This design comes from an exercise in tuning for small area, a short achievable clock period and few clock cycles per item on the open sky130 flow, not from production work.
Only simulation tests tie the RTL to the original design; equivalence was not proved.

===== flow/config.mk =====
export PLATFORM = sky130hd
export DESIGN_NAME = photon_perm
export DESIGN_NICKNAME = photon_perm
export VERILOG_FILES = /design/flow/design.v
export SDC_FILE = /design/flow/constraint.sdc
export NUM_CORES = 4
export LEC_CHECK = 0
export CAP_MARGIN = 20
export CORE_MARGIN = 2
export CORE_UTILIZATION = 65
export PLACE_DENSITY = 0.75
export SETUP_SLACK_MARGIN = 2.6
export SLEW_MARGIN = 20

===== flow/constraint.sdc =====
create_clock -name core_clock -period 5.0 [get_ports {clk}]
set_input_delay 1.0000 -clock core_clock [delete_from_list [all_inputs] [get_ports {clk}]]
set_output_delay 1.0000 -clock core_clock [all_outputs]
set_load 0.01 [all_outputs]

===== flow/design.v =====
module photon_mix (
    input  wire [31:0] x,    
    output wire [31:0] y     
);
    wire t32 = x[7] ^ x[25];
    wire t33 = x[11] ^ x[30];
    wire t34 = x[2] ^ x[9];
    wire t35 = x[20] ^ x[31];
    wire t36 = x[19] ^ x[23];
    wire t37 = x[3] ^ x[22];
    wire t38 = x[18] ^ x[24];
    wire t39 = x[8] ^ x[13];
    wire t40 = x[4] ^ x[29];
    wire t41 = x[6] ^ x[21];
    wire t42 = x[1] ^ x[5];
    wire t43 = x[0] ^ x[16];
    wire t44 = x[17] ^ x[26];
    wire t45 = x[12] ^ x[28];
    wire t46 = t33 ^ t34;
    wire t47 = t32 ^ t35;
    wire t48 = x[10] ^ x[27];
    wire t49 = x[15] ^ t40;
    wire t50 = t41 ^ t44;
    wire t51 = t36 ^ t43;
    wire t52 = x[14] ^ t39;
    wire t53 = x[8] ^ t42;
    wire t54 = x[15] ^ t33;
    wire t55 = x[30] ^ t38;
    wire t56 = x[0] ^ x[20];
    wire t57 = x[18] ^ x[27];
    wire t58 = t40 ^ t45;
    wire t59 = t36 ^ t45;
    wire t60 = x[4] ^ t38;
    wire t61 = x[21] ^ t48;
    wire t62 = x[26] ^ t37;
    wire t63 = x[2] ^ t47;
    wire t64 = x[17] ^ t46;
    wire t65 = x[3] ^ x[14];
    wire t66 = x[5] ^ x[11];
    wire t67 = x[13] ^ x[25];
    wire t68 = x[1] ^ x[31];
    wire t69 = x[16] ^ x[31];
    wire t70 = x[29] ^ t32;
    wire t71 = t34 ^ t39;
    wire t72 = x[7] ^ t37;
    wire t73 = t36 ^ t71;
    wire t74 = x[12] ^ t51;
    wire t75 = t46 ^ t62;
    wire t76 = t41 ^ t55;
    wire t77 = x[19] ^ t52;
    wire t78 = t50 ^ t67;
    wire t79 = x[5] ^ x[13];
    wire t80 = x[5] ^ x[25];
    wire t81 = x[11] ^ x[14];
    wire t82 = x[3] ^ x[23];
    wire t83 = x[7] ^ x[22];
    wire t84 = x[9] ^ x[17];
    wire t85 = x[10] ^ x[16];
    wire t86 = x[24] ^ t42;
    wire t87 = x[10] ^ t68;
    wire t88 = t37 ^ t79;
    wire t89 = t32 ^ t44;
    wire t90 = t34 ^ t35;
    wire t91 = x[15] ^ t56;
    wire t92 = t37 ^ t48;
    wire t93 = x[6] ^ t48;
    wire t94 = x[27] ^ t42;
    wire t95 = x[0] ^ t83;
    wire t96 = t49 ^ t72;
    wire t97 = x[29] ^ t50;
    wire t98 = t59 ^ t65;
    wire t99 = t58 ^ t86;
    wire t100 = t53 ^ t70;
    wire t101 = t54 ^ t57;
    wire t102 = t38 ^ t53;
    wire t103 = t43 ^ t52;
    wire t104 = t47 ^ t51;
    wire t105 = x[29] ^ t47;
    wire t106 = t61 ^ t69;
    wire t107 = x[21] ^ t60;
    wire t108 = t49 ^ t82;
    wire t109 = x[15] ^ t60;
    wire t110 = t49 ^ t73;
    wire t111 = t54 ^ t74;
    wire t112 = x[1] ^ x[16];
    wire t113 = x[2] ^ x[20];
    wire t114 = x[22] ^ x[26];
    wire t115 = x[9] ^ x[24];
    wire t116 = x[6] ^ x[27];
    wire t117 = x[8] ^ x[10];
    wire t118 = x[12] ^ x[23];
    wire t119 = x[14] ^ x[23];
    wire t120 = x[8] ^ x[28];
    wire t121 = x[20] ^ x[28];
    wire t122 = x[2] ^ x[30];
    wire t123 = x[12] ^ x[25];
    wire t124 = x[4] ^ t80;
    wire t125 = x[20] ^ t84;
    wire t126 = x[3] ^ t38;
    wire t127 = t113 ^ t117;
    wire t128 = t35 ^ t44;
    wire t129 = x[12] ^ t32;
    wire t130 = t41 ^ t114;
    wire t131 = t43 ^ t119;
    wire t132 = x[18] ^ t39;
    wire t133 = t65 ^ t66;
    wire t134 = t68 ^ t120;
    wire t135 = x[24] ^ t39;
    wire t136 = t42 ^ t123;
    wire t137 = x[27] ^ t37;
    wire t138 = x[19] ^ t56;
    wire t139 = t57 ^ t66;
    wire t140 = x[6] ^ t56;
    wire t141 = t35 ^ t81;
    wire t142 = t42 ^ t121;
    wire t143 = t116 ^ t118;
    wire t144 = t80 ^ t122;
    wire t145 = t33 ^ t45;
    wire t146 = t59 ^ t88;
    wire t147 = t84 ^ t129;
    wire t148 = t51 ^ t88;
    wire t149 = t47 ^ t58;
    wire t150 = t61 ^ t91;
    wire t151 = t50 ^ t66;
    wire t152 = t59 ^ t115;
    wire t153 = t46 ^ t94;
    wire t154 = t49 ^ t92;
    wire t155 = t62 ^ t91;
    wire t156 = t93 ^ t132;
    wire t157 = t130 ^ t136;
    wire t158 = t58 ^ t133;
    wire t159 = x[28] ^ t89;
    wire t160 = t87 ^ t135;
    wire t161 = t55 ^ t143;
    wire t162 = t90 ^ t112;
    wire t163 = t72 ^ t141;
    wire t164 = t124 ^ t128;
    wire t165 = t137 ^ t145;
    wire t166 = t52 ^ t125;
    wire t167 = t46 ^ t85;
    wire t168 = x[9] ^ t70;
    wire t169 = x[19] ^ t93;
    wire t170 = t57 ^ t140;
    wire t171 = t95 ^ t139;
    wire t172 = t53 ^ t95;
    wire t173 = t44 ^ t92;
    wire t174 = t55 ^ t87;
    wire t175 = t131 ^ t142;
    wire t176 = t85 ^ t90;
    wire t177 = t89 ^ t127;
    wire t178 = t63 ^ t151;
    wire t179 = t74 ^ t102;
    wire t180 = t75 ^ t104;
    wire t181 = t76 ^ t166;
    wire t182 = t78 ^ t126;
    wire t183 = t64 ^ t170;
    wire t184 = x[14] ^ t107;
    wire t185 = t101 ^ t168;
    wire t186 = t64 ^ t104;
    wire t187 = t73 ^ t105;
    wire t188 = t76 ^ t176;
    wire t189 = t77 ^ t144;
    wire t190 = t152 ^ t155;
    wire t191 = t63 ^ t102;
    wire t192 = t41 ^ t171;
    wire t193 = t64 ^ t169;
    wire t194 = t77 ^ t173;
    wire t195 = t64 ^ t106;
    wire t196 = t100 ^ t167;
    wire t197 = t61 ^ t147;
    wire t198 = t81 ^ t106;
    wire t199 = t99 ^ t138;
    wire t200 = t78 ^ t101;
    wire t201 = t103 ^ t105;
    wire t202 = t69 ^ t157;
    wire t203 = t159 ^ t174;
    wire t204 = t63 ^ t165;
    wire t205 = t43 ^ t108;
    wire t206 = t76 ^ t94;
    wire t207 = t109 ^ t134;
    wire t208 = t103 ^ t107;
    wire t209 = t97 ^ t160;
    wire t210 = t161 ^ t172;
    wire t211 = t97 ^ t163;
    wire t212 = t154 ^ t162;
    wire t213 = t158 ^ t177;
    wire t214 = t187 ^ t206;
    wire t215 = t63 ^ t194;
    wire t216 = t75 ^ t207;
    wire t217 = t78 ^ t212;
    wire t218 = t108 ^ t197;
    wire t219 = t100 ^ t190;
    wire t220 = t149 ^ t193;
    wire t221 = t179 ^ t211;
    wire t222 = t110 ^ t192;
    wire t223 = t175 ^ t200;
    wire t224 = t99 ^ t198;
    wire t225 = t110 ^ t203;
    wire t226 = t148 ^ t185;
    wire t227 = t98 ^ t196;
    wire t228 = t77 ^ t202;
    wire t229 = t96 ^ t195;
    wire t230 = t109 ^ t178;
    wire t231 = t146 ^ t188;
    wire t232 = t98 ^ t183;
    wire t233 = t184 ^ t186;
    wire t234 = t153 ^ t182;
    wire t235 = t156 ^ t180;
    wire t236 = t111 ^ t209;
    wire t237 = t75 ^ t199;
    wire t238 = t191 ^ t205;
    wire t239 = t111 ^ t164;
    wire t240 = t150 ^ t189;
    wire t241 = t54 ^ t201;
    wire t242 = t204 ^ t208;
    wire t243 = t96 ^ t181;
    assign y[0] = t233;
    assign y[1] = t219;
    assign y[2] = t210;
    assign y[3] = t231;
    assign y[4] = t238;
    assign y[5] = t225;
    assign y[6] = t224;
    assign y[7] = t243;
    assign y[8] = t229;
    assign y[9] = t226;
    assign y[10] = t221;
    assign y[11] = t223;
    assign y[12] = t227;
    assign y[13] = t236;
    assign y[14] = t215;
    assign y[15] = t222;
    assign y[16] = t230;
    assign y[17] = t217;
    assign y[18] = t232;
    assign y[19] = t241;
    assign y[20] = t235;
    assign y[21] = t213;
    assign y[22] = t240;
    assign y[23] = t216;
    assign y[24] = t237;
    assign y[25] = t214;
    assign y[26] = t228;
    assign y[27] = t218;
    assign y[28] = t220;
    assign y[29] = t234;
    assign y[30] = t242;
    assign y[31] = t239;
endmodule
module photon_sbsr (
    input  wire [255:0] s_in,
    output wire [255:0] s_out
);
    localparam [511:0] T = {
        64'hFEBA7C213809654D,    
        64'hFEBA7C213809654D,    
        64'hFEBA7C213809654D,    
        64'h59F3B4DC1E0276A8,    
        64'hFEBA7C213809654D,    
        64'hFE5463D1C9087BA2,    
        64'hBF379A541206DC8E,    
        64'hDF57C9624103EA8B     
    };
    genvar i, j;
    generate
        for (i = 0; i < 8; i = i + 1) begin : g_row
            for (j = 0; j < 8; j = j + 1) begin : g_col
                wire [3:0] x = s_in[4*(8*i + ((j + i) % 8)) +: 4];
                assign s_out[4*(8*i+j) +: 4] = T[64*i + 4*x +: 4];
            end
        end
    endgenerate
endmodule
module photon_mc (
    input  wire [255:0] s_in,
    output wire [255:0] s_out
);
    genvar i, j;
    generate
        for (j = 0; j < 8; j = j + 1) begin : g_mix
            wire [31:0] col, mc;
            for (i = 0; i < 8; i = i + 1) begin : g_io
                assign col[4*i +: 4] = s_in[4*(8*i+j) +: 4];
                assign s_out[4*(8*i+j) +: 4] = mc[4*i +: 4];
            end
            photon_mix u_mix (.x(col), .y(mc));
        end
    endgenerate
endmodule
module photon_perm (
    input  wire         clk,
    input  wire         rst,         
    input  wire         in_valid,
    output wire         in_ready,
    input  wire [255:0] in_state,
    output wire         out_valid,
    input  wire         out_ready,
    output wire [255:0] out_state
);
    localparam [63:0] RCR = 64'h0000_A529_C6BD_E731;    
    localparam [31:0] IC  = 32'h8CEF_7310;              
    reg [255:0] a, b;
    reg         va, vb;      
    reg [3:0]   ra, rb;      
    reg         bdone;       
    reg  cont;                              
    wire en   = !bdone || out_ready;        
    assign in_ready  = !vb || (bdone && out_ready);
    assign out_valid = bdone;
    assign out_state = b;
    wire take = in_valid && in_ready;
    reg  [3:0]  rc;
    wire [3:0]  rn = cont ? rb + 4'd1 : 4'd0;
    wire        cont_n = va && (ra != 4'd11);
    wire [31:0] k;
    wire [255:0] x = cont ? b : in_state;
    wire [255:0] x_ac;
    genvar i, j;
    generate
        for (i = 0; i < 8; i = i + 1) begin : g_row
            assign k[4*i +: 4] = rc ^ IC[4*i +: 4];
            for (j = 0; j < 8; j = j + 1) begin : g_col
                if (j == 0) begin : g_ac
                    assign x_ac[4*(8*i+j) +: 4] = x[4*(8*i+j) +: 4] ^ k[4*i +: 4];
                end else begin : g_nac
                    assign x_ac[4*(8*i+j) +: 4] = x[4*(8*i+j) +: 4];
                end
            end
        end
    endgenerate
    wire [255:0] a_d, b_d;
    photon_sbsr u_sbsr (.s_in(x_ac), .s_out(a_d));
    photon_mc   u_mc   (.s_in(a),    .s_out(b_d));
    always @(posedge clk) begin
        if (en) begin
            a <= a_d;
            b <= b_d;
            ra <= rn;
            rb <= ra;
        end
    end
    always @(posedge clk) begin
        if (rst) begin
            rc    <= RCR[3:0];
            va    <= 1'b0;
            vb    <= 1'b0;
            bdone <= 1'b0;
            cont  <= 1'b0;
        end else if (en) begin
            cont  <= cont_n;
            va    <= cont || take;
            vb    <= va;
            bdone <= va && (ra == 4'd11);
            rc    <= cont_n ? RCR[{ra + 4'd1, 2'b00} +: 4] : RCR[3:0];
        end
    end
endmodule

===== flow/flow/run.sh =====
#!/bin/bash
# Own layout flow: the standard flow (standard.sh) with a different
# technology mapping in synthesis (flow/synth.tcl: the same synthesis script,
# but no adder extraction and ABC run with flow/abc.script) and smaller port
# buffers. Each tool's output goes to its own log in the work folder.
set -euo pipefail
W=$PWD
EXTRA=()
[ -f flow/extra.txt ] && mapfile -t EXTRA < <(grep -v '^#' flow/extra.txt | grep .)
bash standard.sh \
  SYNTH_SCRIPT=$W/flow/synth.tcl \
  BENCHV_ABC_SCRIPT=$W/flow/abc.script \
  "${EXTRA[@]}" \
  finish > $W/flow_make.log 2>&1
mkdir -p $W/flow_logs
cp -r $W/orfs/logs/* $W/flow_logs/ 2>/dev/null || true
test -f $W/out/final.def

===== flow/flow/abc.script =====
&get -n
&st
&dch
&nf -p
&put
topo
stime -c

===== flow/flow/extra.txt =====
# extra make variables, one per line
BUFFER_PORTS_ARGS=-buffer_cell sky130_fd_sc_hd__buf_1

===== flow/flow/synth.tcl =====
# The standard flow's synthesis (synth_recipe.tcl) with two changes to the technology
# mapping only: no half/full-adder extraction, and ABC run with our script.
proc synth {args} { yosys synth -nofsm -noshare {*}$args }
proc extract_fa {args} { puts "extract_fa skipped" }
proc abc {args} {
  set i [lsearch -exact $args -script]
  if { $i >= 0 && [info exists ::env(BENCHV_ABC_SCRIPT)] } {
    lset args [expr {$i + 1}] $::env(BENCHV_ABC_SCRIPT)
  }
  set j [lsearch -exact $args -D]
  if { $j >= 0 && [info exists ::env(BENCHV_ABC_D)] } {
    lset args [expr {$j + 1}] $::env(BENCHV_ABC_D)
  }
  puts "abc $args"
  yosys abc {*}$args
}
source $::env(SCRIPTS_DIR)/synth.tcl
# left out here: clear keep_hierarchy, flatten, clean up, hide names made inside functions, write 1_2_yosys.v

===== flow/standard.sh =====
#!/bin/bash
# synth_recipe.tcl (not shown) runs the flow's synth.tcl, then flattens the netlist and writes it again
# the make line also repeats each setting of config.mk as NAME=value (left out here)
make -C /OpenROAD-flow-scripts/flow DESIGN_CONFIG=/design/flow/config.mk WORK_HOME=/design/flow/orfs CLKGATE_MAP_FILE= SYNTH_SCRIPT=/design/flow/synth_recipe.tcl "${@:-finish}"

==> results of run 1 <==
[flip-flops by register name, indices dropped and copies added (netlist names)]
register	cells
ra	4
rb	4
cont	1
b	256
vb	1
va	1
bdone	1
a	256
rc	4
[through the flow]
step                      worst slack, ns  instances  hold WS (ns)  utilization, %
after global placement               2.05       4599         0.458            71.5
final                                2.53       4713         0.514            77.4
after CTS                            2.53       4705         0.492            76.1
after floorplan                     0.981       3306         0.443               -
after detailed placement             1.97       4599         0.473            71.5
after global routing                 2.52       4712         0.534            77.4
[cell families after synthesis]
logic type | count (synthesis) | share of synthesized area [%]
simple gates | 370 | 4.29
buf+inv | 22 | 0.217
xor+xnor | 1770 | 41.2
compound gates | 339 | 5.12
mux | 277 | 7.68
flops | 528 | 41.5
[final timing paths]
path	startpoint	endpoint	slack [ns]	cells after the start
min reg2reg	vb	vb	0.51	2
max	a[11]	b[168]	2.53	5
max reg2reg	a[11]	b[168]	2.53	5
min	vb	vb	0.51	2
[repair_timing]
item,CTS,global route
endpoints found under the hold margin,0,0
cloned,1,1
resized for setup,103,93
endpoints found under the setup margin,300,268
pin swaps,1,1
buffers inserted,7,2
[routing by layer]
metal	global-route usage, %	vias up	share of wire [%]
met3	7.50	407	11
met4	25.2	2	6.8
met2	65.9	2051	45
met5	0	-	0.0099
li1	-	12424	-
met1	55.6	13897	37
[cell usage in the layout, fill, tap and decap left out, drive strengths merged, types with 9 or more instances in the layout]
master / Yosys / final
xnor2: 1187 / 1187
xor2: 573 / 573
buf: 0 / 537
edfxtp: 520 / 520
nand2: 171 / 171
mux2i: 161 / 161
o21ai: 128 / 128
mux2: 116 / 116
a21oi: 114 / 114
nor2: 105 / 105
clkbuf: 0 / 65
clkinv: 22 / 46
or2: 27 / 27
nand2b: 24 / 24
a21o: 14 / 14
nor2b: 13 / 13
o22ai: 12 / 12
o21a: 11 / 11
a21boi: 11 / 11
xnor3: 10 / 10
nor3b: 9 / 9
[layout make-up]
type	count	area, um2	area share (%)
Sequential cell	528	15800	35.3
Multi-Input combinational cell	2756	23700	53.2
Tap cell	765	957	2.14
Timing Repair Buffer	538	2280	5.10
Clock inverter	33	310	0.695
Timing Repair inverter	1	11.3	0.0252
Antenna cell	5	12.5	0.0280
Inverter	22	109	0.244
Clock buffer	65	1460	3.26
[critical path, stage by stage, from the launching register on]
cell and delay (ns):
edfxtp_1 0.52, xor2_1 0.61, xnor2_1 0.29, xor2_2 0.46, xnor2_1 0.18, xnor2_1 0.15
==> impl_metrics.py, run 1 <==
metrics = {
    "outcome": {
        "status": "complete, no violations",
    },
    "final_layout": {
        "fill_cells": 3738,
        "final_area_um2": 44600,
        "area_growth_pct": 17.5,
        "drive_above_1_share_pct": 9.13,
        "layout.nets": 4162,
    },
    "timing": {
        "fin_crit_ns": 2.47,
        "rsz0062_at_grt": "yes",
        "setup_viol": 0,
        "fin_tns_setup_ns": 0,
        "period_share_pct": 49.4,
        "hold_violations": 0,
        "max_slew_margin_pct": 33.7,
        "final.setup_skew_ns": 0.0294,
        "worst_pin_slew_ns": 0.967,
        "fmax_mhz": 405,
        "maxSlewViolCount": 0,
    },
    "placed_design": {
        "placed_cell_area_um2": 41300,
        "gp_congestion": 1.07,
        "io_buffers": 517,
        "hpwl_um": 101000,
    },
    "synthesis": {
        "syn_area_per_cell_um2": 11.5,
        "synthTopCellsByCount": "1187 x xnor2_1, 573 x xor2_1, 520 x edfxtp_1",
        "syn_nets": 3566,
        "seq_area_frac_synth_pct": 41.5,
        "ys_warn_count": 1,
        "async_flop_share_pct": 0,
        "ys_top_cells_by_area": "edfxtp_1 41%, xnor2_1 27%, xor2_1 13%, mux2i_1 4.2%, mux2_1 3.4%",
        "ys_ff_latch": 528,
        "syn_inst": 3306,
        "netlist_area_um2": 38000,
        "synth.most_common_cell": "xnor2_1",
        "yosysTopAreaCell": "edfxtp_1",
        "synth_edf_count": 520,
        "ys_types": 41,
        "yosys_most_used_dff": "edfxtp_1",
        "synth_top_area_share_pct": 41.1,
    },
    "critical_path": {
        "path_max_fanout": 5,
        "crit_type": "register to register",
        "start_kind": "register",
        "cp_data_arrival_time_ns": 2.84,
        "critical_path_required_ns": 5.37,
        "end_kind": "register",
    },
    "floorplanning": {
        "die_area_um2": 60400,
        "core_um2": 57700,
        "die_w_um": 246,
        "start_util_pct": 65.8,
        "row_count": 88,
        "die_h_um": 246,
        "ioPinCount": 518,
    },
    "grt": {
        "grt_max_degree": 166,
        "grt_pass1_wl_um": 185000,
        "grt_pass1_vias": 28467,
        "grt_use_total_pct": 42.4,
        "antenna_found_initial": 7,
        "grt_overflow": 0,
    },
    "clock_tree": {
        "clock_latency_ns": 0.64,
        "cts_tree": "built",
        "root_buffer": "clkbuf_16",
        "cts_max_level": 2,
        "clockBufferDepth": 3,
        "hold_buffers": 0,
        "clock_sinks": 528,
        "cts_made_buffers": 55,
        "clk_pin_slew_ns": 0.06,
    },
    "hold_path": {
        "hp-class": "register to register",
    },
    "flow_run": {
        "maxCapViolations": 0,
    },
    "drt": {
        "viasPerCell": 6.11,
        "route.vias.total": 28781,
        "drc": 0,
        "wl_per_cell_um": 27.8,
        "wl_um": 131000,
        "dr.pass1.iters": 6,
        "dr.first_iter.drc_count": 3639,
        "ant_nets": 0,
    },
}
Testbench counts, summed over its fixed seeds: cycles 6,160, items 512.
==> run 2: changes to the inputs <==
==> flow/flow/abc.script (replaced) <==
&get -n
&st
&dch
&nf
&st
&syn2
&if -g -K 6
&synch2
&nf
&st
&syn2
&if -g -K 6
&synch2
&nf
&st
&syn2
&if -g -K 6
&synch2
&nf
&st
&syn2
&if -g -K 6
&synch2
&nf
&st
&syn2
&if -g -K 6
&synch2
&nf
&put
buffer -c
topo
stime -c
upsize -c
dnsize -c
==> run 2 against run 1 <==
Against the previous run:
- clock-buffer cell count up 7
- register-to-register slack got worse by 0.04 ns
- non-clock buffer count is 67 higher
- core utilization decreased by 2.0 points
- synthesized cell count grew 1.8%
- cell count is 0.74% higher
- hold slack worse by 0.035 ns
==> impl_metrics.py, run 2 <==
metrics = {
    "grt": {
        "grt_pass1_vias": 29356,
        "grt_max_degree": 191,
        "grt_overflow": 0,
        "grt_pass1_wl_um": 200000,
        "grt_use_total_pct": 41.4,
        "antenna_found_initial": 8,
    },
    "synthesis": {
        "synth_mux_area_share_pct": 7.76,
        "seq_area_frac_synth_pct": 37.0,
        "synth_edf_count": 520,
        "ys_top_cells_by_area": "edfxtp_1 37%, xnor2_1 20%, xnor3_1 14%, xor2_1 6.3%, mux2i_1 4.4%",
        "ys_warn_count": 1,
        "synth-xor-area-share_pct": 45.1,
        "synth_top_area_share_pct": 36.6,
        "syn_inst": 3366,
        "synth_compound_area_share_pct": 4.47,
        "synth_top_family_by_area": "XOR/XNOR gates",
        "ys_types": 57,
        "synth_fa_ha_area_share_pct": 0.282,
        "synthTopCellsByCount": "980 x xnor2_1, 520 x edfxtp_1, 309 x xor2_1",
        "syn_nets": 3626,
        "async_flop_share_pct": 0,
        "ys_ff_latch": 528,
        "yosysTopAreaCell": "edfxtp_1",
        "synth-simple-area-share_pct": 3.34,
        "netlist_area_um2": 42700,
        "syn_area_per_cell_um2": 12.7,
        "synth.most_common_cell": "xnor2_1",
        "yosys_most_used_dff": "edfxtp_1",
    },
    "drt": {
        "ant_nets": 0,
        "route.vias.total": 29830,
        "wl_um": 144000,
        "drc": 0,
        "dr.pass1.iters": 7,
        "viasPerCell": 6.28,
        "dr.first_iter.drc_count": 4033,
        "wl_per_cell_um": 30.4,
    },
    "flow_run": {
        "maxCapViolations": 0,
    },
    "floorplanning": {
        "start_util_pct": 66.0,
        "die_area_um2": 67700,
        "die_h_um": 260,
        "ioPinCount": 518,
        "row_count": 93,
        "die_w_um": 260,
        "core_um2": 64700,
    },
    "final_layout": {
        "final_cell_mix": "928 x xnor2_1, 520 x edfxtp_1, 515 x buf_1",
        "layout.nets": 4100,
        "final_area_um2": 48700,
        "fill_cells": 4178,
        "final_common_cell": "xnor2_1",
        "top_regs": "a x256, b x256",
        "area_growth_pct": 14.2,
        "drive_above_1_share_pct": 11.9,
    },
    "placed_design": {
        "gp_congestion": 1.05,
        "io_buffers": 517,
        "hpwl_um": 110000,
        "placed_cell_area_um2": 45000,
    },
    "critical_path": {
        "crit_type": "register to register",
        "critical_path_required_ns": 5.36,
        "cp_data_arrival_time_ns": 2.87,
        "start_kind": "register",
        "r2r-end": "b[146]",
        "path_max_fanout": 5,
        "end_kind": "register",
        "crit_path_end": "b[146]",
        "r2r_slack_ns": 2.49,
        "rr_startpoint": "a[176]",
        "ff2ff_path_depth": 4,
        "crit_start": "a[176]",
    },
    "timing": {
        "rsz0062_at_grt": "yes",
        "fin_crit_ns": 2.51,
        "worst_pin_slew_ns": 1.04,
        "hold_violations": 0,
        "final.setup_skew_ns": 0.0358,
        "maxSlewViolCount": 0,
        "period_share_pct": 50.2,
        "max_slew_margin_pct": 30.6,
        "fmax_mhz": 398,
        "setup_viol": 0,
        "fin_tns_setup_ns": 0,
    },
    "clock_tree": {
        "cts_tree": "built",
        "clk_pin_slew_ns": 0.06,
        "cts_max_level": 2,
        "root_buffer": "clkbuf_16",
        "clock_latency_ns": 0.65,
        "clockBufferDepth": 3,
        "cts_made_buffers": 59,
        "clock_sinks": 528,
    },
    "hold_path": {
        "min_path_cells": 2,
        "holdCritStartpoint": "vb",
        "hp-class": "register to register",
    },
    "outcome": {
        "status": "complete, no violations",
    },
}
==> run 2: changes by cell type after synthesis, moves of 33 or more <==
cell | before | now
xnor2_1 | 1187 | 980
nand2_1 | 171 | 138
mux2_2 | 0 | 127
xnor3_1 | 10 | 266
xnor2_2 | 0 | 34
xor3_1 | 0 | 48
clkbuf_1 | 0 | 99
buf_2 | 0 | 77
mux2_1 | 116 | 0
xor2_1 | 573 | 309
==> run 2: logic make-up after synthesis <==
logic type      Yosys count
compound gates          330
xor+xnor               1650
buf+inv                 199
simple gates            332
fa+ha+maj                12
mux                     315
flops                   528
==> run 2: worst min-delay path by stage <==
stage,endpoint
after floorplan,rb[1]
after global placement,vb
after detailed placement,vb
after CTS,vb
after global routing,vb
final,vb
==> run 2: cell type report <==
type	instances	area, um2	area share, %
Multi-Input combinational cell	2639	27000	55.4
Timing Repair inverter	1	11.3	0.0231
Timing Repair Buffer	605	2870	5.90
Sequential cell	528	15800	32.4
Clock buffer	72	1570	3.22
Tap cell	855	1070	2.19
Antenna cell	4	10.0	0.0205
Clock inverter	38	397	0.814
Inverter	6	48.8	0.100
==> run 2: metal layers <==
| metal | part of all wire (%) | global-route usage [%] |
|---|---|---|
| met1 | 36 | 53.1 |
| met2 | 46 | 65.5 |
| met3 | 11 | 8.76 |
| met4 | 7.1 | 23.9 |
| met5 | 0.16 | 1.85 |
==> run 2: per-stage QoR <==
| stage | setup slack, ns | utilization [%] | cells | hold WS [ns] |
|---|---|---|---|---|
| final | 2.49 | 75.3 | 4748 | 0.479 |
| after global routing | 2.56 | 75.3 | 4748 | 0.501 |
| after CTS | 2.53 | 74.2 | 4706 | 0.469 |
| after detailed placement | 1.71 | 69.6 | 4558 | 0.460 |
| after global placement | 1.80 | 69.6 | 4558 | 0.456 |
| after floorplan | 2.31 | - | 3366 | 0.424 |
==> run 2: critical path: stages (launching register included) <==
cell      delay, ns
edfxtp_1       0.59
xnor2_1        0.50
xnor3_1        0.50
xnor2_1        0.19
xnor2_1        0.45
==> run 2: timing repair <==
item                       in CTS  in global routing
resized for setup              81                 52
hold buffers                    0                  0
gates cloned                    1                  3
setup buffers                  37                 35
pin swaps                       4                  5
setup endpoints to repair     210                299
==> run 3: changes to the inputs <==
--- a/flow/design.v
+++ b/flow/design.v
@@ -305,4 +305,5 @@
     reg         bdone;       
     reg  cont;                              
+    reg  take_in;                           
     wire en   = !bdone || out_ready;        
     assign in_ready  = !vb || (bdone && out_ready);
@@ -314,5 +315,5 @@
     wire        cont_n = va && (ra != 4'd11);
     wire [31:0] k;
-    wire [255:0] x = cont ? b : in_state;
+    wire [255:0] x = (b & {256{cont}}) | (in_state & {256{take_in}});
     wire [255:0] x_ac;
     genvar i, j;
@@ -347,6 +348,8 @@
             bdone <= 1'b0;
             cont  <= 1'b0;
+            take_in <= 1'b1;
         end else if (en) begin
             cont  <= cont_n;
+            take_in <= !cont_n;
             va    <= cont || take;
             vb    <= va;
==> flow/flow/abc.script (replaced) <==
&get -n
&st
&dch
&nf -p
&put
topo
stime -c
==> run 3 against run 2 <==
Against the previous run:
- via count is 2.7% higher
- critical endpoint is now a[249]
- routed wire length is 6.2% lower
- die area is 12% lower
- core utilization is 1.8 points higher
- still clean on timing, DRC and antenna
- clock-buffer cell count is 7 lower
- cell count is 0.88% higher
==> impl_metrics.py, run 3 <==
metrics = {
    "outcome": {
        "status": "complete, no violations",
    },
    "synthesis": {
        "syn_area_per_cell_um2": 11.2,
        "async_flop_share_pct": 0,
        "yosys_most_used_dff": "edfxtp_1",
        "synth.most_common_cell": "xnor2_1",
        "seq_area_frac_synth_pct": 42.2,
        "ys_types": 40,
        "synthTopCellsByCount": "1195 x xnor2_1, 580 x xor2_1, 520 x edfxtp_1",
        "yosysTopAreaCell": "edfxtp_1",
        "netlist_area_um2": 37500,
        "ys_warn_count": 1,
        "syn_nets": 3619,
        "syn_inst": 3359,
        "synth_top_area_share_pct": 41.7,
        "synth_edf_count": 520,
        "ys_top_cells_by_area": "edfxtp_1 42%, xnor2_1 28%, xor2_1 14%, a22oi_1 3.5%, a22o_1 3.0%",
        "ys_ff_latch": 529,
    },
    "hold_path": {
        "hp-class": "register to register",
        "min_path_cells": 2,
    },
    "timing": {
        "rsz0062_at_grt": "yes",
        "fin_crit_ns": 2.50,
        "hold_violations": 0,
        "setup_viol": 0,
        "period_share_pct": 50.0,
        "maxSlewViolCount": 0,
        "final.setup_skew_ns": 0.0231,
        "max_slew_margin_pct": 25.5,
        "worst_pin_slew_ns": 1.11,
        "fin_tns_setup_ns": 0,
        "layout_setup_ws_ns": 2.50,
        "fmax_mhz": 400,
    },
    "clock_tree": {
        "root_buffer": "clkbuf_16",
        "clock_sinks": 529,
        "clock_latency_ns": 0.64,
        "clockBufferDepth": 3,
        "clk_pin_slew_ns": 0.07,
        "cts_made_buffers": 57,
        "cts_tree": "built",
        "hold_buffers": 0,
        "cts_max_level": 2,
    },
    "floorplanning": {
        "row_count": 88,
        "ioPinCount": 518,
        "die_w_um": 244,
        "start_util_pct": 65.3,
        "core_um2": 57400,
        "die_h_um": 244,
        "die_area_um2": 59600,
    },
    "drt": {
        "drc": 0,
        "wl_um": 135000,
        "dr.first_iter.drc_count": 4216,
        "wl_per_cell_um": 28.2,
        "dr.pass1.iters": 6,
        "ant_nets": 0,
        "route.vias.total": 30627,
        "viasPerCell": 6.39,
    },
    "grt": {
        "grt_overflow": 0,
        "grt_use_total_pct": 43.3,
        "grt_pass1_vias": 28992,
        "grt_pass1_wl_um": 189000,
        "grt_max_degree": 180,
        "antenna_found_initial": 9,
    },
    "final_layout": {
        "utilization_pct": 77.1,
        "seqCellArea_um2": 15800,
        "layout.nets": 4234,
        "fill_cells": 3739,
        "multi_input_area_um2": 23000,
        "final_cell_mix": "1100 x xnor2_1, 524 x xor2_1, 520 x edfxtp_1",
        "area_growth_pct": 18.1,
        "final_common_cell": "xnor2_1",
        "drive_above_1_share_pct": 7.42,
        "top_regs": "a x256, b x256",
        "final_area_um2": 44200,
    },
    "placed_design": {
        "hpwl_um": 103000,
        "dp_slack_ns": 1.94,
        "gp_congestion": 1.12,
        "io_buffers": 517,
        "placed_cell_area_um2": 40700,
    },
    "critical_path": {
        "rr_startpoint": "cont",
        "r2r_slack_ns": 2.50,
        "r2r-end": "a[249]",
        "end_kind": "register",
        "path_max_fanout": 13,
        "start_kind": "register",
        "critical_path_required_ns": 5.29,
        "crit_type": "register to register",
        "crit_start": "cont",
        "crit_path_end": "a[249]",
        "cp_data_arrival_time_ns": 2.79,
        "ff2ff_path_depth": 4,
    },
    "flow_run": {
        "maxCapViolations": 0,
    },
}
## run 3: changes by cell type after synthesis, moves of 127 or more
cell,change
mux2i_1,-181
a22oi_1,+158
xnor2_1,+215
mux2_2,-127
xnor3_1,-266
xor2_1,+271
## run 3: how the worst min path moves through the flow
stage | from | endpoint | slack [ns]
CTS | vb | vb | 0.47
detailed placement | vb | vb | 0.46
global route | vb | vb | 0.53
finish | vb | vb | 0.52
floorplan | vb | vb | 0.43
global placement | vb | vb | 0.45
## run 3: per-layer routing
| metal | share of wire, % | track usage [%] |
|---|---|---|
| met2 | 45 | 69.2 |
| met1 | 36 | 55.8 |
| met4 | 7.0 | 23.6 |
| met3 | 12 | 8.45 |
| met5 | 0.0096 | 0 |
## run 3: cell type report
cell class / instances / area share (%)
antenna: 7 / 0.0396
clock buffer: 65 / 3.29
clock inverter: 38 / 1.21
inverter: 12 / 0.161
multi-input combinational: 2818 / 51.9
sequential: 529 / 35.7
tap: 765 / 2.16
timing repair buffer: 555 / 5.47
timing repair inverter: 1 / 0.0255
## run 3: kinds of logic (layout without fill, tap and decap cells)
logic type	Yosys count	after routing	share of synthesized area [%]
other	0	7	0
and+or+nand+nor	401	401	4.57
xor gates and xnor gates	1776	1776	41.6
adders and majority gates	1	1	0.0267
AOI/OAI and AO/OA	629	629	11.3
muxes	11	11	0.307
buffers and inverters	12	671	0.120
DFF	529	529	42.2
## run 3: per-stage QoR
step / hold slack (ns) / std cells
floorplan: 0.431 / 3359
global placement: 0.453 / 4658
detailed placement: 0.460 / 4658
CTS: 0.469 / 4770
global route: 0.535 / 4788
finish: 0.521 / 4790
## run 3: repair_timing
action                     4_1_cts  5_1_grt
gates resized for setup         80       92
setup endpoints to repair      308      259
setup buffers                    9       11
cloned                           0        2
## run 3: critical path, cell delays in order, from the launching register on
cell and delay, ns:
dfxtp_4 0.66, buf_6 0.27, a22o_1 0.28, nor2_1 0.07, o21ai_0 0.87
Testbench counts of run 3, summed over its fixed seeds: cycles 6,160, items 512.
==> run 4: changes to the inputs <==
--- a/flow/config.mk
+++ b/flow/config.mk
@@ -9,4 +9,6 @@
 export CORE_MARGIN = 2
 export CORE_UTILIZATION = 65
+export CTS_CLUSTER_DIAMETER = 80
+export CTS_CLUSTER_SIZE = 30
 export PLACE_DENSITY = 0.75
 export SETUP_SLACK_MARGIN = 2.6
==> run 4 against run 3 <==
Against the previous run:
- synthesized area is the same
- critical endpoint is now b[100]
- critical path depth grew 1
- hold slack lost 0.015 ns
- routed wire length shrank 1.3%
- cell area shrank 1.7%
- synthesized cell count is the same
- sequential share of layout area grew 0.61 points
- still clean on timing, DRC and antenna
- critical path type unchanged
==> impl_metrics.py, run 4 <==
metrics = {
    "outcome": {
        "status": "complete, no violations",
    },
    "final_layout": {
        "utilization_pct": 75.8,
        "final_area_um2": 43500,
        "stdcell_count": 4745,
        "area_growth_pct": 16.1,
        "layout.nets": 4207,
        "final_cell_mix": "1100 x xnor2_1, 524 x xor2_1, 520 x edfxtp_1",
        "top_regs": "a x256, b x256",
        "fill_cells": 3826,
        "final_common_cell": "xnor2_1",
        "drive_above_1_share_pct": 6.62,
    },
    "critical_path": {
        "start_kind": "register",
        "crit_type": "register to register",
        "crit_buf_inv": 0,
        "path_cells": "xor2_2 -> xnor2_1 -> xor2_1 -> xnor2_1 -> xnor2_1",
        "cp_data_arrival_time_ns": 2.79,
        "cp_top_family": "XOR/XNOR gates",
        "end_kind": "register",
        "max_stage_delay_ns": 0.58,
        "cpMostUsedCell": "xnor2_1",
        "cp_slowest_cell": "edfxtp_1",
        "path_max_fanout": 5,
        "critical_path_required_ns": 5.36,
    },
    "drt": {
        "wl_per_cell_um": 28.1,
        "dr.pass1.iters": 9,
        "route.vias.total": 30273,
        "viasPerCell": 6.38,
        "ant_nets": 0,
        "wl_um": 134000,
        "dr.first_iter.drc_count": 3830,
        "drc": 0,
    },
    "floorplanning": {
        "row_count": 88,
        "die_area_um2": 59600,
        "ioPinCount": 518,
        "die_w_um": 244,
        "die_h_um": 244,
        "core_um2": 57400,
        "start_util_pct": 65.3,
    },
    "synthesis": {
        "ys_warn_count": 1,
        "syn_inst": 3359,
        "netlist_area_um2": 37500,
        "synth_top_area_share_pct": 41.7,
        "synth_edf_count": 520,
        "yosys_most_used_dff": "edfxtp_1",
        "syn_area_per_cell_um2": 11.2,
        "synthTopCellsByCount": "1195 x xnor2_1, 580 x xor2_1, 520 x edfxtp_1",
        "synth.most_common_cell": "xnor2_1",
        "async_flop_share_pct": 0,
        "ys_types": 40,
        "yosysTopAreaCell": "edfxtp_1",
        "ys_top_cells_by_area": "edfxtp_1 42%, xnor2_1 28%, xor2_1 14%, a22oi_1 3.5%, a22o_1 3.0%",
        "seq_area_frac_synth_pct": 42.2,
        "syn_nets": 3619,
        "ys_ff_latch": 529,
    },
    "timing": {
        "fin_crit_ns": 2.43,
        "fin_tns_setup_ns": 0,
        "setup_viol": 0,
        "period_share_pct": 48.7,
        "rsz0062_at_grt": "no",
        "fmax_mhz": 411,
        "maxSlewViolCount": 0,
        "final.setup_skew_ns": 0.0341,
        "hold_violations": 0,
        "max_slew_margin_pct": 35.2,
        "hold_slack_ns": 0.506,
        "worst_pin_slew_ns": 0.970,
    },
    "clock_tree": {
        "cts_max_level": 2,
        "clockBufferDepth": 3,
        "clock_latency_ns": 0.59,
        "cts_made_buffers": 34,
        "root_buffer": "clkbuf_16",
        "clock_sinks": 529,
        "hold_buffers": 0,
        "clk_pin_slew_ns": 0.11,
        "cts_tree": "built",
    },
    "grt": {
        "grt_overflow": 0,
        "grt_pass1_vias": 28688,
        "grt_use_total_pct": 42.7,
        "grt_pass1_wl_um": 186000,
        "grt_max_degree": 180,
        "antenna_found_initial": 10,
    },
    "placed_design": {
        "gp_congestion": 1.12,
        "io_buffers": 517,
        "hpwl_um": 103000,
        "placed_cell_area_um2": 40700,
        "dp.cells": 4658,
    },
    "hold_path": {
        "hp-class": "register to register",
    },
    "flow_run": {
        "maxCapViolations": 0,
    },
}
run 4: cell counts after synthesis:
No cell type changed its count.
run 4: cells by family (layout without fill, tap and decap cells):
| kind of cell | after synthesis | count (layout) | share of synthesized area, % |
|---|---|---|---|
| flip-flops | 529 | 529 | 42.2 |
| XOR/XNOR | 1776 | 1776 | 41.6 |
| AND/OR/NAND/NOR | 401 | 401 | 4.57 |
| other | 0 | 9 | 0 |
| adder cells (fa/ha/maj) | 1 | 1 | 0.0267 |
| buffers and inverters | 12 | 624 | 0.120 |
| multiplexers | 11 | 11 | 0.307 |
| AO/OA/AOI/OAI | 629 | 629 | 11.3 |
run 4: path summary, 6_finish.rpt:
check                           cells after the start     end  slack, ns  start
worst max register to register                      5  b[100]       2.57  a[37]
worst min register to register                      2      vb       0.51     vb
worst max-delay path                                5  b[100]       2.57  a[37]
worst min-delay path                                2      vb       0.51     vb
run 4: metrics by stage:
step | setup slack [ns]
after floorplan | 1.90
after global placement | 1.85
after detailed placement | 1.94
after CTS | 2.57
after global routing | 2.55
final | 2.57
run 4: area by class of cell:
class,count,area [um2],area share [%]
diodes,9,22.5,0.0518
clock buffers,35,876,2.01
clock inverters,25,364,0.837
inverters,12,71.3,0.164
multi-input cells,2818,23000,52.9
flip-flops and latches,529,15800,36.3
well taps,765,957,2.20
repair buffers,551,2400,5.51
repair inverters,1,11.3,0.0259
run 4: metal layers:
| metal | global-route usage (%) | vias up | wire length [um] |
|---|---|---|---|
| met5 | 0 | - | 27 |
| met2 | 66.9 | 2336 | 60100 |
| li1 | - | 12873 | - |
| met4 | 25.1 | 4 | 9680 |
| met3 | 8.51 | 490 | 15900 |
| met1 | 55.2 | 14570 | 47900 |
run 4: timing repair:
action,in CTS,in global routing
setup endpoints to repair,310,365
setup buffers,5,11
hold endpoints to repair,0,0
gates resized for setup,78,92
cloned,0,2
run 4: tightest hold or removal path: stages (launching register included):
cell	delay, ns
dfxtp_1	0.34
nand2_1	0.07
a21oi_1	0.06
==> run 5: changes to the inputs <==
--- a/flow/config.mk
+++ b/flow/config.mk
@@ -12,4 +12,4 @@
 export CTS_CLUSTER_SIZE = 30
 export PLACE_DENSITY = 0.75
-export SETUP_SLACK_MARGIN = 2.6
+export SETUP_SLACK_MARGIN = 2.4
 export SLEW_MARGIN = 20
==> run 5 against run 4 <==
Against the previous run:
- non-clock buffer count fell by 24
- critical path depth stayed put
- clock skew decreased by 0.0029 ns
- flip-flop and latch count is the same
- synthesized area did not move
- cell count decreased by 0.53%
- clock-buffer cell count increased by 3
- critical endpoint is now b[109]
- largest cell class unchanged
==> impl_metrics.py, run 5 <==
metrics = {
    "timing": {
        "period_share_pct": 52.8,
        "maxSlewViolCount": 0,
        "fin_tns_setup_ns": 0,
        "final.setup_skew_ns": 0.0313,
        "layout_setup_ws_ns": 2.36,
        "setup_viol": 0,
        "fmax_mhz": 379,
        "fin_crit_ns": 2.64,
        "rsz0062_at_grt": "yes",
        "max_slew_margin_pct": 26.3,
        "worst_pin_slew_ns": 1.09,
        "hold_violations": 0,
    },
    "final_layout": {
        "final_cell_mix": "1159 x xnor2_1, 558 x xor2_1, 520 x edfxtp_1",
        "final_common_cell": "xnor2_1",
        "layout.nets": 4183,
        "fill_cells": 4099,
        "top_regs": "a x256, b x256",
        "utilization_pct": 73.8,
        "area_growth_pct": 13.0,
        "stdcell_count": 4720,
        "drive_above_1_share_pct": 3.62,
    },
    "drt": {
        "wl_per_cell_um": 27.3,
        "dr.first_iter.drc_count": 3504,
        "route.vias.total": 29599,
        "wl_um": 129000,
        "viasPerCell": 6.27,
        "dr.pass1.iters": 8,
        "drc": 0,
        "ant_nets": 0,
    },
    "grt": {
        "grt_max_degree": 180,
        "grt_use_total_pct": 41.9,
        "met1_usage_pct": 54.7,
        "grtUsageMet2_pct": 67.3,
        "grt_pass1_vias": 28213,
        "top_usage_layer": "met2",
        "antenna_found_initial": 8,
        "grt_overflow": 0,
        "grtUsageMet3_pct": 6.97,
        "grt_pass1_wl_um": 183000,
    },
    "placed_design": {
        "hpwl_um": 102000,
        "dp_slack_ns": 1.92,
        "gp_congestion": 1.07,
        "dp.cells": 4651,
        "io_buffers": 517,
    },
    "synthesis": {
        "ys_top_cells_by_area": "edfxtp_1 42%, xnor2_1 28%, xor2_1 14%, a22oi_1 3.5%, a22o_1 3.0%",
        "syn_nets": 3619,
        "ys_ff_latch": 529,
        "yosys_most_used_dff": "edfxtp_1",
        "synthTopCellsByCount": "1195 x xnor2_1, 580 x xor2_1, 520 x edfxtp_1",
        "netlist_area_um2": 37500,
        "ys_types": 40,
        "async_flop_share_pct": 0,
        "synth.most_common_cell": "xnor2_1",
        "ys_warn_count": 1,
        "syn_area_per_cell_um2": 11.2,
        "synth_top_area_share_pct": 41.7,
        "syn_inst": 3359,
        "synth_edf_count": 520,
        "seq_area_frac_synth_pct": 42.2,
        "yosysTopAreaCell": "edfxtp_1",
    },
    "floorplanning": {
        "ioPinCount": 518,
        "start_util_pct": 65.3,
        "row_count": 88,
        "die_area_um2": 59600,
        "die_h_um": 244,
        "die_w_um": 244,
        "core_um2": 57400,
    },
    "clock_tree": {
        "cts_tree": "built",
        "cts_made_buffers": 35,
        "clk_pin_slew_ns": 0.10,
        "root_buffer": "clkbuf_16",
        "hold_buffers": 0,
        "clock_sinks": 529,
        "clock_latency_ns": 0.60,
        "cts_max_level": 2,
        "clockBufferDepth": 3,
    },
    "critical_path": {
        "start_kind": "register",
        "cp_data_arrival_time_ns": 3.01,
        "path_max_fanout": 4,
        "end_kind": "register",
        "crit_type": "register to register",
        "critical_path_required_ns": 5.38,
        "ff2ff_path_depth": 5,
    },
    "flow_run": {
        "maxCapViolations": 0,
    },
    "outcome": {
        "status": "complete, no violations",
    },
    "hold_path": {
        "hp-class": "register to register",
        "min_path_cells": 2,
    },
}
-- run 5: cell type report --
type,count,area [um2],area share [%]
Antenna cell,6,15.0,0.0355
Clock buffer,38,930,2.20
Clock inverter,25,332,0.783
Inverter,12,71.3,0.168
Multi-Input combinational cell,2818,22100,52.3
Sequential cell,529,15800,37.3
Tap cell,765,957,2.26
Timing Repair Buffer,527,2100,4.97
-- run 5: path summary, 6_finish.rpt --
check / slack, ns / from / endpoint
hold reg to reg: 0.47 / vb / vb
setup / recovery: 2.36 / a[46] / b[109]
setup reg to reg: 2.36 / a[46] / b[109]
hold / removal: 0.47 / vb / vb
-- run 5: repair_timing --
action,CTS,global route
endpoints found under the setup margin,23,226
buffers inserted,0,0
cloned,0,0
pin swaps,0,0
gates resized for setup,13,50
-- run 5: kinds of logic after synthesis --
logic type | after synthesis | share of synthesized area, %
AOI/OAI and AO/OA | 629 | 11.3
and+or+nand+nor | 401 | 4.57
adders and majority gates | 1 | 0.0267
xor gates and xnor gates | 1776 | 41.6
DFF | 529 | 42.2
buffers and inverters | 12 | 0.120
muxes | 11 | 0.307
-- run 5: stage by stage --
step           hold slack [ns]  cell area, um2
6_report                 0.474           42300
5_1_grt                  0.481           42300
4_1_cts                  0.472           42000
3_5_place_dp             0.456           40600
3_3_place_gp             0.451           40600
2_1_floorplan            0.431           37600
-- run 5: critical path: stages (launching register included) --
cell	delay, ns
edfxtp_1	0.54
xnor2_1	0.56
xor2_1	0.56
xnor2_1	0.21
xor2_1	0.21
xnor2_1	0.32
-- run 5: per-layer routing --
layer	routed length [um]	vias up
met4	7890	4
met5	27	-
li1	-	12852
met2	59700	2135
met1	47800	14211
met3	13700	397
==> run 6: changes to the inputs <==
==> flow/flow/abc.script (replaced) <==
&get -n
&st
&dch
&nf -p
&put
buffer -c
topo
stime -c
upsize -c
dnsize -c
--- a/flow/config.mk
+++ b/flow/config.mk
@@ -12,4 +12,4 @@
 export CTS_CLUSTER_SIZE = 30
 export PLACE_DENSITY = 0.75
-export SETUP_SLACK_MARGIN = 2.4
+export SETUP_SLACK_MARGIN = 2.6
 export SLEW_MARGIN = 20
==> run 6 against run 5 <==
Against the previous run:
- synthesized cell count grew 3.6%
- synthesized area grew 4.5%
- non-clock buffer count grew 40
- cell count grew 0.91%
- still clean
==> impl_metrics.py, run 6 <==
metrics = {
    "outcome": {
        "status": "complete, no violations",
    },
    "critical_path": {
        "critical_path_required_ns": 4.00,
        "r2r-end": "b[47]",
        "start_kind": "register",
        "rr_startpoint": "a[142]",
        "crit_start": "b[101]",
        "ff2ff_path_depth": 5,
        "crit_buf_inv": 1,
        "cp_slowest_cell": "edfxtp_1",
        "cp_data_arrival_time_ns": 1.44,
        "cp_top_family": "flip-flops",
        "r2r_slack_ns": 2.56,
        "path_cells": "buf_1",
        "path_max_fanout": 2,
        "max_stage_delay_ns": 0.60,
        "end_kind": "output pin",
        "crit_type": "register to output pin",
    },
    "synthesis": {
        "yosysTopAreaCell": "edfxtp_1",
        "syn_nets": 3739,
        "seq_area_frac_synth_pct": 40.3,
        "ys_ff_latch": 529,
        "yosys_most_used_dff": "edfxtp_1",
        "syn_area_per_cell_um2": 11.3,
        "ys_types": 47,
        "ys_top_cells_by_area": "edfxtp_1 40%, xnor2_1 25%, xor2_1 12%, a22oi_1 3.3%, xnor2_2 3.2%",
        "synth_edf_count": 520,
        "synthTopCellsByCount": "1108 x xnor2_1, 534 x xor2_1, 520 x edfxtp_1",
        "ys_warn_count": 1,
        "synth_top_area_share_pct": 39.9,
        "syn_inst": 3479,
        "netlist_area_um2": 39100,
        "async_flop_share_pct": 0,
        "synth.most_common_cell": "xnor2_1",
    },
    "grt": {
        "grtUsageMet2_pct": 66.5,
        "top_usage_layer": "met2",
        "grt_pass1_vias": 29034,
        "antenna_found_initial": 11,
        "grt_use_total_pct": 42.1,
        "grtUsageMet3_pct": 7.50,
        "grt_pass1_wl_um": 192000,
        "grt_overflow": 0,
        "met1_usage_pct": 54.7,
        "grt_max_degree": 118,
    },
    "timing": {
        "setup_viol": 0,
        "final.setup_skew_ns": 0.0342,
        "fmax_mhz": 409,
        "hold_violations": 0,
        "period_share_pct": 48.9,
        "maxSlewViolCount": 0,
        "fin_crit_ns": 2.44,
        "worst_pin_slew_ns": 0.850,
        "rsz0062_at_grt": "yes",
        "layout_setup_ws_ns": 2.56,
        "max_slew_margin_pct": 43.3,
    },
    "clock_tree": {
        "cts_max_level": 1,
        "cts_made_buffers": 30,
        "clk_pin_slew_ns": 0.11,
        "clock_sinks": 529,
        "clock_latency_ns": 0.67,
        "cts_tree": "built",
        "root_buffer": "clkbuf_16",
        "clockBufferDepth": 3,
    },
    "flow_run": {
        "maxCapViolations": 0,
    },
    "hold_path": {
        "hp-class": "register to register",
        "holdCritStartpoint": "va",
        "min_path_cells": 2,
        "worstHoldEndpoint": "bdone",
    },
    "final_layout": {
        "final_common_cell": "xnor2_1",
        "final_cell_mix": "1077 x xnor2_1, 520 x edfxtp_1, 515 x buf_1",
        "area_growth_pct": 12.4,
        "final_area_um2": 44000,
        "drive_above_1_share_pct": 8.24,
        "layout.nets": 4218,
        "top_regs": "a x256, b x256",
    },
    "floorplanning": {
        "core_um2": 59200,
        "ioPinCount": 518,
        "row_count": 89,
        "die_area_um2": 62200,
        "start_util_pct": 66.1,
        "die_h_um": 249,
        "die_w_um": 249,
    },
    "drt": {
        "route.vias.total": 30022,
        "dr.first_iter.drc_count": 3955,
        "viasPerCell": 6.30,
        "wl_um": 135000,
        "dr.pass1.iters": 6,
        "wl_per_cell_um": 28.4,
        "drc": 0,
        "ant_nets": 0,
    },
    "placed_design": {
        "dp_slack_ns": 1.58,
        "gp_congestion": 1.11,
        "hpwl_um": 106000,
        "io_buffers": 517,
        "placed_cell_area_um2": 41700,
    },
}
## run 6: area by class of cell
cell class	instances	area, um2
Tap cell	773	967
Timing Repair Buffer	567	2610
Clock inverter	25	400
Clock buffer	31	754
Sequential cell	529	15800
Fill cell	4074	15200
Multi-Input combinational cell	2818	23400
Antenna cell	8	20.0
Inverter	12	48.8
## run 6: cell families (layout without fill, tap and decap cells)
| logic type | Yosys count | count (layout) | synth area share (%) |
|---|---|---|---|
| AO/OA/AOI/OAI | 629 | 629 | 10.8 |
| XOR/XNOR | 1776 | 1776 | 42.7 |
| adder cells (fa/ha/maj) | 1 | 1 | 0.0256 |
| buffers and inverters | 132 | 635 | 1.44 |
| flip-flops | 529 | 529 | 40.3 |
| multiplexers | 11 | 11 | 0.294 |
| other | 0 | 8 | 0 |
| AND/OR/NAND/NOR | 401 | 401 | 4.37 |
## run 6: per-layer routing
metal	share of wire, %	vias to the layer above
li1	-	12905
met3	11	461
met4	7.3	6
met2	46	2093
met5	0.032	-
met1	36	14557
## run 6: worst max-delay path by stage
stage               depth (start not counted)             end
floorplan                                   3            a[0]
global placement                            5           b[22]
detailed placement                          5           b[22]
CTS                                         1  out_state[101]
global route                                5          b[196]
finish                                      1  out_state[101]
## run 6: what timing repair did
item / CTS / global route
resized for setup: 35 / 49
pin swaps: 0 / 2
setup endpoints to repair: 478 / 71
hold buffers: 0 / 0
setup buffers: 23 / 15
cloned: 2 / 0
## run 6: through the flow
| step | instances | utilization [%] | hold WS [ns] | TNS, ns |
|---|---|---|---|---|
| CTS | 4740 | 73.3 | 0.511 | 0 |
| floorplan | 3479 | - | 0.424 | -2388.44 |
| finish | 4763 | 74.3 | 0.531 | 0 |
| global route | 4762 | 74.3 | 0.554 | 0 |
| detailed placement | 4659 | 70.4 | 0.493 | 0 |
| global placement | 4659 | 70.4 | 0.452 | 0 |
==> run 7: changes to the inputs <==
==> flow/flow/abc.script (replaced) <==
&get -n
&st
&dch
&nf -p
&put
topo
stime -c
--- a/flow/config.mk
+++ b/flow/config.mk
@@ -12,4 +12,4 @@
 export CTS_CLUSTER_SIZE = 30
 export PLACE_DENSITY = 0.75
-export SETUP_SLACK_MARGIN = 2.6
+export SETUP_SLACK_MARGIN = 2.7
 export SLEW_MARGIN = 20
==> run 7 against run 6 <==
Against the previous run:
- critical endpoint is now a[1]
- largest cell class unchanged
- cell area up 2.1%
==> impl_metrics.py, run 7 <==
metrics = {
    "drt": {
        "wl_per_cell_um": 28.3,
        "dr.pass1.iters": 8,
        "dr.first_iter.drc_count": 3986,
        "viasPerCell": 6.41,
        "drc": 0,
        "ant_nets": 0,
        "wl_um": 137000,
        "route.vias.total": 30921,
    },
    "grt": {
        "grt_max_degree": 93,
        "grt_overflow": 0,
        "grt_pass1_wl_um": 190000,
        "grt_pass1_vias": 29196,
        "antenna_found_initial": 13,
        "grt_use_total_pct": 43.7,
    },
    "placed_design": {
        "gp_congestion": 1.12,
        "hpwl_um": 103000,
        "dp_slack_ns": 1.94,
        "io_buffers": 517,
    },
    "timing": {
        "period_share_pct": 47.9,
        "worst_pin_slew_ns": 0.918,
        "fmax_mhz": 417,
        "layout_setup_ws_ns": 2.60,
        "rsz0062_at_grt": "yes",
        "maxSlewViolCount": 0,
        "setup_viol": 0,
        "max_slew_margin_pct": 38.1,
        "hold_violations": 0,
        "fin_crit_ns": 2.40,
        "final.setup_skew_ns": 0.0352,
        "fin_tns_setup_ns": 0,
    },
    "synthesis": {
        "ys_top_cells_by_area": "edfxtp_1 42%, xnor2_1 28%, xor2_1 14%, a22oi_1 3.5%, a22o_1 3.0%",
        "syn_area_per_cell_um2": 11.2,
        "yosysTopAreaCell": "edfxtp_1",
        "synth_edf_count": 520,
        "ys_ff_latch": 529,
        "ys_types": 40,
        "ys_warn_count": 1,
        "syn_nets": 3619,
        "async_flop_share_pct": 0,
        "synthTopCellsByCount": "1195 x xnor2_1, 580 x xor2_1, 520 x edfxtp_1",
        "netlist_area_um2": 37500,
        "syn_inst": 3359,
        "synth_top_area_share_pct": 41.7,
        "yosys_most_used_dff": "edfxtp_1",
        "seq_area_frac_synth_pct": 42.2,
        "synth.most_common_cell": "xnor2_1",
    },
    "critical_path": {
        "rr_startpoint": "cont",
        "crit_type": "register to register",
        "start_kind": "register",
        "path_max_fanout": 20,
        "ff2ff_path_depth": 7,
        "end_kind": "register",
        "r2r-end": "a[1]",
        "r2r_slack_ns": 2.60,
        "critical_path_required_ns": 5.29,
        "crit_start": "cont",
        "crit_path_end": "a[1]",
        "cp_data_arrival_time_ns": 2.69,
    },
    "final_layout": {
        "seqCellArea_um2": 15800,
        "layout.nets": 4287,
        "drive_above_1_share_pct": 10.6,
        "area_growth_pct": 19.9,
        "top_regs": "a x256, b x256",
        "final_cell_mix": "1062 x xnor2_1, 520 x edfxtp_1, 508 x buf_1",
        "final_common_cell": "xnor2_1",
        "multi_input_area_um2": 23800,
        "fill_cells": 3649,
    },
    "clock_tree": {
        "clock_latency_ns": 0.60,
        "root_buffer": "clkbuf_16",
        "cts_tree": "built",
        "clockBufferDepth": 3,
        "cts_made_buffers": 34,
        "clock_sinks": 529,
        "hold_buffers": 0,
        "clk_pin_slew_ns": 0.11,
        "cts_max_level": 2,
    },
    "floorplanning": {
        "die_w_um": 244,
        "core_um2": 57400,
        "row_count": 88,
        "start_util_pct": 65.3,
        "die_h_um": 244,
        "die_area_um2": 59600,
        "ioPinCount": 518,
    },
    "flow_run": {
        "maxCapViolations": 0,
    },
    "hold_path": {
        "hp-class": "register to register",
    },
    "outcome": {
        "status": "complete, no violations",
    },
}
run 7: what timing repair did:
item / in CTS / in global routing
setup buffers: 54 / 42
resized for setup: 173 / 116
cloned: 2 / 0
setup endpoints to repair: 490 / 186
pin swaps: 4 / 4
run 7: layout make-up:
| class | instances | area share, % |
|---|---|---|
| clock buffers | 35 | 1.95 |
| multi-input cells | 2818 | 52.9 |
| repair buffers | 631 | 6.77 |
| diodes | 9 | 0.0501 |
| flip-flops and latches | 529 | 35.2 |
| well taps | 765 | 2.13 |
| clock inverters | 25 | 0.810 |
| inverters | 12 | 0.159 |
| repair inverters | 1 | 0.0362 |
run 7: per-stage QoR:
step / util, % / cells / instance area [um2] / hold slack [ns]
floorplan: - / 3359 / 37600 / 0.431
global placement: 71.0 / 4658 / 40700 / 0.453
detailed placement: 71.0 / 4658 / 40700 / 0.460
CTS: 76.2 / 4774 / 43700 / 0.487
global route: 78.3 / 4823 / 44900 / 0.571
finish: 78.3 / 4825 / 44900 / 0.545
run 7: how the worst min path moves through the flow:
stage	start	endpoint	slack [ns]	depth (start not counted)
final	vb	vb	0.55	2
after CTS	vb	vb	0.49	2
after detailed placement	vb	vb	0.46	2
after floorplan	vb	vb	0.43	2
after global placement	vb	vb	0.45	2
after global routing	vb	vb	0.57	2
run 7: cell families (layout without fill, tap and decap cells):
family | Yosys count | count (layout) | synth area share, %
XOR/XNOR | 1776 | 1776 | 41.6
adder cells (fa/ha/maj) | 1 | 1 | 0.0267
buffers and inverters | 12 | 704 | 0.120
other | 0 | 9 | 0
multiplexers | 11 | 11 | 0.307
AO/OA/AOI/OAI | 629 | 629 | 11.3
flip-flops | 529 | 529 | 42.2
AND/OR/NAND/NOR | 401 | 401 | 4.57
run 7: metal layers:
metal / up-vias / routed length, um / GRT usage [%] / part of all wire, %
li1: 13035 / - / - / -
met1: 14820 / 47700 / 56.3 / 35
met2: 2491 / 62100 / 68.6 / 45
met3: 567 / 16500 / 8.85 / 12
met4: 8 / 10300 / 26.2 / 7.5
met5: - / 48 / 0 / 0.035
run 7: critical path: stages, from the launching register on:
cell	delay (ns)
dfxtp_4	0.61
buf_4	0.21
buf_16	0.18
a22oi_1	0.16
xnor2_1	0.37
nand2_1	0.19
a21oi_1	0.25
a31oi_1	0.12

==> re-timing with driven ports <==
No port has a modelled driver above. Below, the same layouts with a new extraction and two added sets of constraints. Step 1 assumes that a clkbuf_16 drives the clock port and a buf_2 every other input. Step 2 adds t to the input delays and takes it off the output delays; t is the mean of the earliest and latest rising clock arrival at the registers after step 1. Input paths then give back, and output paths get back, about the clock's delay inside the block. Slacks: ideal / step 1 / step 2; pairs: ideal / step 1.
| run | t (ns) | setup WS [ns] | worst setup path at the end | worst register clock-pin slew, ns | pins driven straight from the clock port |
|---|---|---|---|---|---|
| run 1 | 0.688 | 2.532 / 2.511 / 2.070 | input to register | 0.07 / 0.07 | 1 |
| run 2 | 0.705 | 2.488 / 2.488 / 2.047 | input to register | 0.07 / 0.07 | 1 |
| run 3 | 0.695 | 2.500 / 2.500 / 2.216 | input to register | 0.07 / 0.07 | 1 |
| run 4 | 0.641 | 2.567 / 2.533 / 2.034 | input to register | 0.12 / 0.12 | 1 |
| run 5 | 0.655 | 2.362 / 2.362 / 1.752 | input to register | 0.11 / 0.11 | 1 |
| run 6 | 0.718 | 2.557 / 2.491 / 2.042 | input to register | 0.12 / 0.12 | 1 |
| run 7 | 0.646 | 2.604 / 2.604 / 2.114 | input to register | 0.12 / 0.12 | 1 |
After both steps every run listed still meets setup and hold. The setup slack of run 5, which loses most, moves by 0.000 ns with the drivers and by -0.610 ns with both steps.
